What follows belongs to an exercise in optimizing a design on an open flow for small area, a short achievable clock period and few clock cycles per item; a production flow would make more cautious choices. Function was checked by simulation only, so behaviour that the tests miss may differ from the original. Power and IR drop assume default switching activity.

## flow/design.v (module list and top-level ports; edited modules follow where they fit)
// module fp32_norm24: 17 lines
// module fp32_lzc27: 11 lines
// module fp32_mul: 91 lines
// module fp32_mul24: 953 lines
// module fp32_add: 81 lines
// module stereo_biquad: 110 lines
module stereo_biquad (
    input  wire        clk,
    input  wire        rst,           
    input  wire        cfg_we,
    input  wire [2:0]  cfg_addr,
    input  wire [31:0] cfg_wdata,
    input  wire        in_valid,
    output reg         in_ready,
    input  wire [31:0] in_l,
    input  wire [31:0] in_r,
    output reg         out_valid,
    output wire [31:0] out_l,
    output wire [31:0] out_r
);
  // ...
==> flow/flow/run.sh <==
#!/bin/bash
# Standard ORFS layout; repair_timing aims for extra setup slack so the
# design runs faster than the fixed clock constraint requires.
set -euo pipefail
bash standard.sh SETUP_SLACK_MARGIN=14 SLEW_MARGIN=60 CAP_MARGIN=60 finish > orfs_make.log 2>&1
==> flow/standard.sh <==
#!/bin/bash
# synth_recipe.tcl (not shown) runs the flow's synth.tcl, then flattens the netlist and writes it again
# the make line also repeats each setting of config.mk as NAME=value (left out here)
make -C /OpenROAD-flow-scripts/flow DESIGN_CONFIG=/design/flow/config.mk WORK_HOME=/design/flow/orfs CLKGATE_MAP_FILE= SYNTH_SCRIPT=/design/flow/synth_recipe.tcl "${@:-finish}"
==> flow/config.mk <==
export PLATFORM = sky130hd
export DESIGN_NAME = stereo_biquad
export DESIGN_NICKNAME = stereo_biquad
export VERILOG_FILES = /design/flow/design.v
export SDC_FILE = /design/flow/constraint.sdc
export NUM_CORES = 4
export LEC_CHECK = 0
export CAP_MARGIN = 20
export CORE_MARGIN = 2
export CORE_UTILIZATION = 60
export CTS_BUF_LIST = sky130_fd_sc_hd__clkbuf_16
export CTS_CLUSTER_DIAMETER = 120
export CTS_CLUSTER_SIZE = 28
export SLEW_MARGIN = 20
==> flow/constraint.sdc <==
create_clock -name core_clock -period 19.0 [get_ports {clk}]
set_input_delay 3.8000 -clock core_clock [delete_from_list [all_inputs] [get_ports {clk}]]
set_output_delay 3.8000 -clock core_clock [all_outputs]
set_load 0.01 [all_outputs]
==> impl_metrics.toml, run 1 <==
[cells_and_area]
diodes = 2
multi_input_cells = 5162
clock_area_frac = 0.0200
largestRegisters = "u_mul.s3_r0 x48, u_mul.s3_r1 x47"
multi_input_area_sq_um = 40800
nNonClkBuffers = 473
design_area_sq_um = 71500
inverters_excl_clock = 531

[route]
met2WireLength_mm = 97.6
final_antenna_net_count = 0
avgViaCountPerCell = 6.51

[synth]
syn_area_sq_um = 64300
synth_top_family_by_area = "compound AO/OA/AOI/OAI gates"
synth_ff_type = "dfxtp_1"
synth_fp_nets = 7773

[placement]
dpl_worst_slack_ps = 12890
dpl.cell_count = 8419

[sta]
hold_viol = 0
tns_ps = 0
fin_hold_ws_ps = 322

[power]
top_power_group = "combinational cells"
power_leakage_uw = 0.0289

[setup_path]
arrival_ps = 1270
r2r-start = "u_mul.s3_r1[10]"
ff2ff_setup_slack_ps = 14090
path_delay_family = "flip-flops"

[clock_tree]
clkLatencyLatePin_ps = 710
clockBufferDepth = 3
h-tree-depth = 2

[grt]
grt.met1_usage = 0.489
grt_pass1_vias = 53800
antenna_found_initial = 10
grt_usage = 0.373

[floorplanning]
core_area_sq_um = 107000
taps = 1403

[hold_path]
hp-start = "u_add.s2_e[1]"
min_to = "u_add.s3_e[1]"

[outcome]
status = "no timing/DRC/antenna violations"
Testbench counts, summed over its fixed seeds: cycles 42,992, items 4,096.
==> run 2: changes to the inputs <==
--- a/flow/config.mk
+++ b/flow/config.mk
@@ -9,6 +9,6 @@
 export CORE_MARGIN = 2
 export CORE_UTILIZATION = 60
 export CTS_BUF_LIST = sky130_fd_sc_hd__clkbuf_16
-export CTS_CLUSTER_DIAMETER = 120
-export CTS_CLUSTER_SIZE = 28
+export CTS_CLUSTER_DIAMETER = 100
+export CTS_CLUSTER_SIZE = 22
 export SLEW_MARGIN = 20
==> impl_metrics.toml, run 2 <==
[floorplanning]
die_x_um = 331
io_pins = 169
rows = 120
die_h_um = 331
die-area_sq_um = 110000
initial_core_util = 0.603
core_area_sq_um = 107000

[route]
routed_wl_mm = 214
drt-wirelength-per-cell_um = 24.8
route.detailed.drc = 0
avgViaCountPerCell = 6.53
num_vias = 56400
final_antenna_net_count = 0
first_iter_violations = 6803
drt_pass1_iterations = 9

[synth]
ys_seq_elements = 997
yosysUniqueCellTypes = 108
syn_area_sq_um = 64300
synth.most_common_cell = "dfxtp_1"
ys_warn_count = 4
synth_top_cells_by_count = "dfxtp_1 (933), nor2_1 (625), inv_1 (513)"
synth_edf_count = 64
async_flop_share = 0
synth-seq-area-share = 0.320
synth_ff_type = "dfxtp_1"
synth_area_leaders = "dfxtp_1 (29%), mux2i_1 (7.8%), fa_1 (7.8%)"
synth_top_area_cell = "dfxtp_1"
netlist_instances = 7192
synth_fp_nets = 7773
yosysTopAreaCellShare = 0.291
avgSynthCellArea_sq_um = 8.94

[sta]
worstMarginPinSlew_ps = 665
hold_viol = 0
fin_hold_ws_ps = 330
tns_ps = 0
fmax_mhz = 197
slew_violations = 0
setup_viol = 0
finClkSkew_ps = 47.9
slew_headroom = 0.557
rsz0062_at_grt = "yes"
fin_crit_ps = 5070
fin_crit_sh = 0.267

[setup_path]
start_kind = "flip-flop"
worstRegToRegCells = 20
ff2ff_setup_slack_ps = 14070
path_delay_family = "flip-flops"
arrival_ps = 1270
cp_max_fo = 4
cpPeakStageDelay_ps = 440
r2r-start = "u_mul.s3_r1[10]"
r2r-end = "u_mul.s4_d[3]"
slowest_stage = "dfxtp_4"
end_kind = "primary output"
worstSetupPathType = "flip-flop to primary output"
worstPathRequired_ps = 15200
path_cells = "buf_6"
critPathBufInv = 1

[clock_tree]
clkLatencyLatePin_ps = 730
clockBufferDepth = 3
cts_tree = "done"
cts_sinks = 997
root_buffer = "clkbuf_16"
clkSlewWorstSetupHoldPaths_ps = 90
cts_hold_buf = 0
h-tree-depth = 2
numCtsBuffers = 54

[hold_path]
min_to = "u_add.s3_e[1]"
min_path_type = "flip-flop to flip-flop"
hp-start = "u_add.s2_e[1]"
worstHoldPathCells = 0

[cells_and_area]
design_area_sq_um = 71600
diodes = 0
drive_above_1_share = 0.122
largest_register_ffs = 48
layout_commonest_cell = "dfxtp_1"
largestRegisters = "u_mul.s3_r0 x48, u_mul.s3_r1 x47"
finalNetCount = 7798
layout_common_cells = "dfxtp_1 (848), nor2_1 (610), inv_1 (515), mux2i_1 (478), nand2_1 (415)"
n_fill_cell = 8708
area_growth_syn_to_layout_pct = 11.4
fin_util = 0.671
largest_register = "u_mul.s3_r0"

[grt]
grt_usage = 0.373
grt_overflow = 0
grt_pass1_vias = 53800
grt_max_degree = 98
grt_pass1_wl_mm = 323
antenna_found_initial = 9

[placement]
postPlaceCellArea_sq_um = 67600
place_congestion = 1.02
portBuffers = 168
dp_hpwl_mm = 151

[outcome]
status = "no timing/DRC/antenna violations"

[flow_run]
cap_violations = 0

[power]
p_per_area_nw_per_um2 = 183
power_leakage_uw = 0.0289
ir_worst_vdd_mv = 0.323
finalPower_uw = 13100
-- run 2: cell counts after synthesis --
No cell type changed its count.
-- run 2: worst max-delay path by stage --
stage	end	from	cells after the start	slack [ps]
2_1_floorplan	u_mul.s4_d[0]	u_mul.s3_r1[10]	19	14020
3_3_place_gp	u_add.s2_mz[0]	slot[16]	19	12680
3_5_place_dp	u_add.s2_mz[0]	slot[7]	18	12890
4_1_cts	out_r[26]	y1r[26]	1	13910
5_1_grt	u_mul.s4_d[3]	u_mul.s3_r1[10]	20	13890
6_report	out_r[28]	y1r[28]	1	13930
-- run 2: report_power, final --
part           total, uW  internal, uW  leakage [uW]  switching, uW
sequential          2890          2590       0.00836            300
clock               1260           528      0.000812            730
combinational       8980          3560        0.0198           5420
-- run 2: layout make-up --
cell class,instances,area (sq um),area share
inverters,531,2050,0.0286
clock buffers,54,1350,0.0189
multi-input cells,5162,40800,0.571
clock inverters,25,231,0.00323
repair buffers,471,4470,0.0625
well taps,1403,1760,0.0245
flip-flops and latches,997,20900,0.292
-- run 2: per-layer routing --
metal,wire (um),GRT usage
met2,97900,0.606
met5,98,0
met4,11000,0.164
met3,19500,0.0628
met1,85900,0.491
-- run 2: cell families (layout without fill, tap and decap cells) --
logic type,after synthesis,in the layout,synth area share
DFF,997,997,0.320
adders and majority gates,482,482,0.123
xor gates and xnor gates,473,473,0.0645
buffers and inverters,1033,1081,0.0626
and+or+nand+nor,1806,1806,0.134
AOI/OAI and AO/OA,1802,1802,0.194
muxes,599,599,0.101
-- run 2: metrics by stage --
| step | cells | worst slack (ps) |
|---|---|---|
| after detailed placement | 8419 | 12890 |
| final | 8643 | 13930 |
| after floorplan | 7192 | 14020 |
| after global routing | 8643 | 13890 |
| after CTS | 8581 | 13910 |
| after global placement | 8397 | 12680 |
-- run 2: repair_timing --
item                       4_1_cts  5_1_grt
setup endpoints to repair      168      113
pin swaps                       17       41
resized for setup              585       94
buffers inserted                80       55
cloned                           3        4

[static timing again, ports no longer ideal]
The flow's constraints put no driver on any port. The routed layouts listed below were extracted and timed again, unchanged, in two steps. Step 1 assumes that a clkbuf_16 drives the clock port and a buf_2 every other input. Step 2, shift: input delay + t, output delay - t, t = (earliest + latest rising clock arrival at the registers) / 2. This alone moves slack from input paths to output paths. Slacks: ideal / step 1 / step 2; pairs: ideal / step 1.
| run | t (ns) | setup WS [ns] | hold WS [ns] | worst setup path at the end | pins driven straight from the clock port |
|---|---|---|---|---|---|
| run 1 | 0.766 | 13.931 / 13.853 / 14.086 | 0.322 / 0.322 / 0.322 | register to register | 1 |
| run 2 | 0.781 | 13.928 / 13.851 / 14.074 | 0.330 / 0.330 / 0.330 | register to register | 1 |
After both steps every run listed still meets setup and hold.
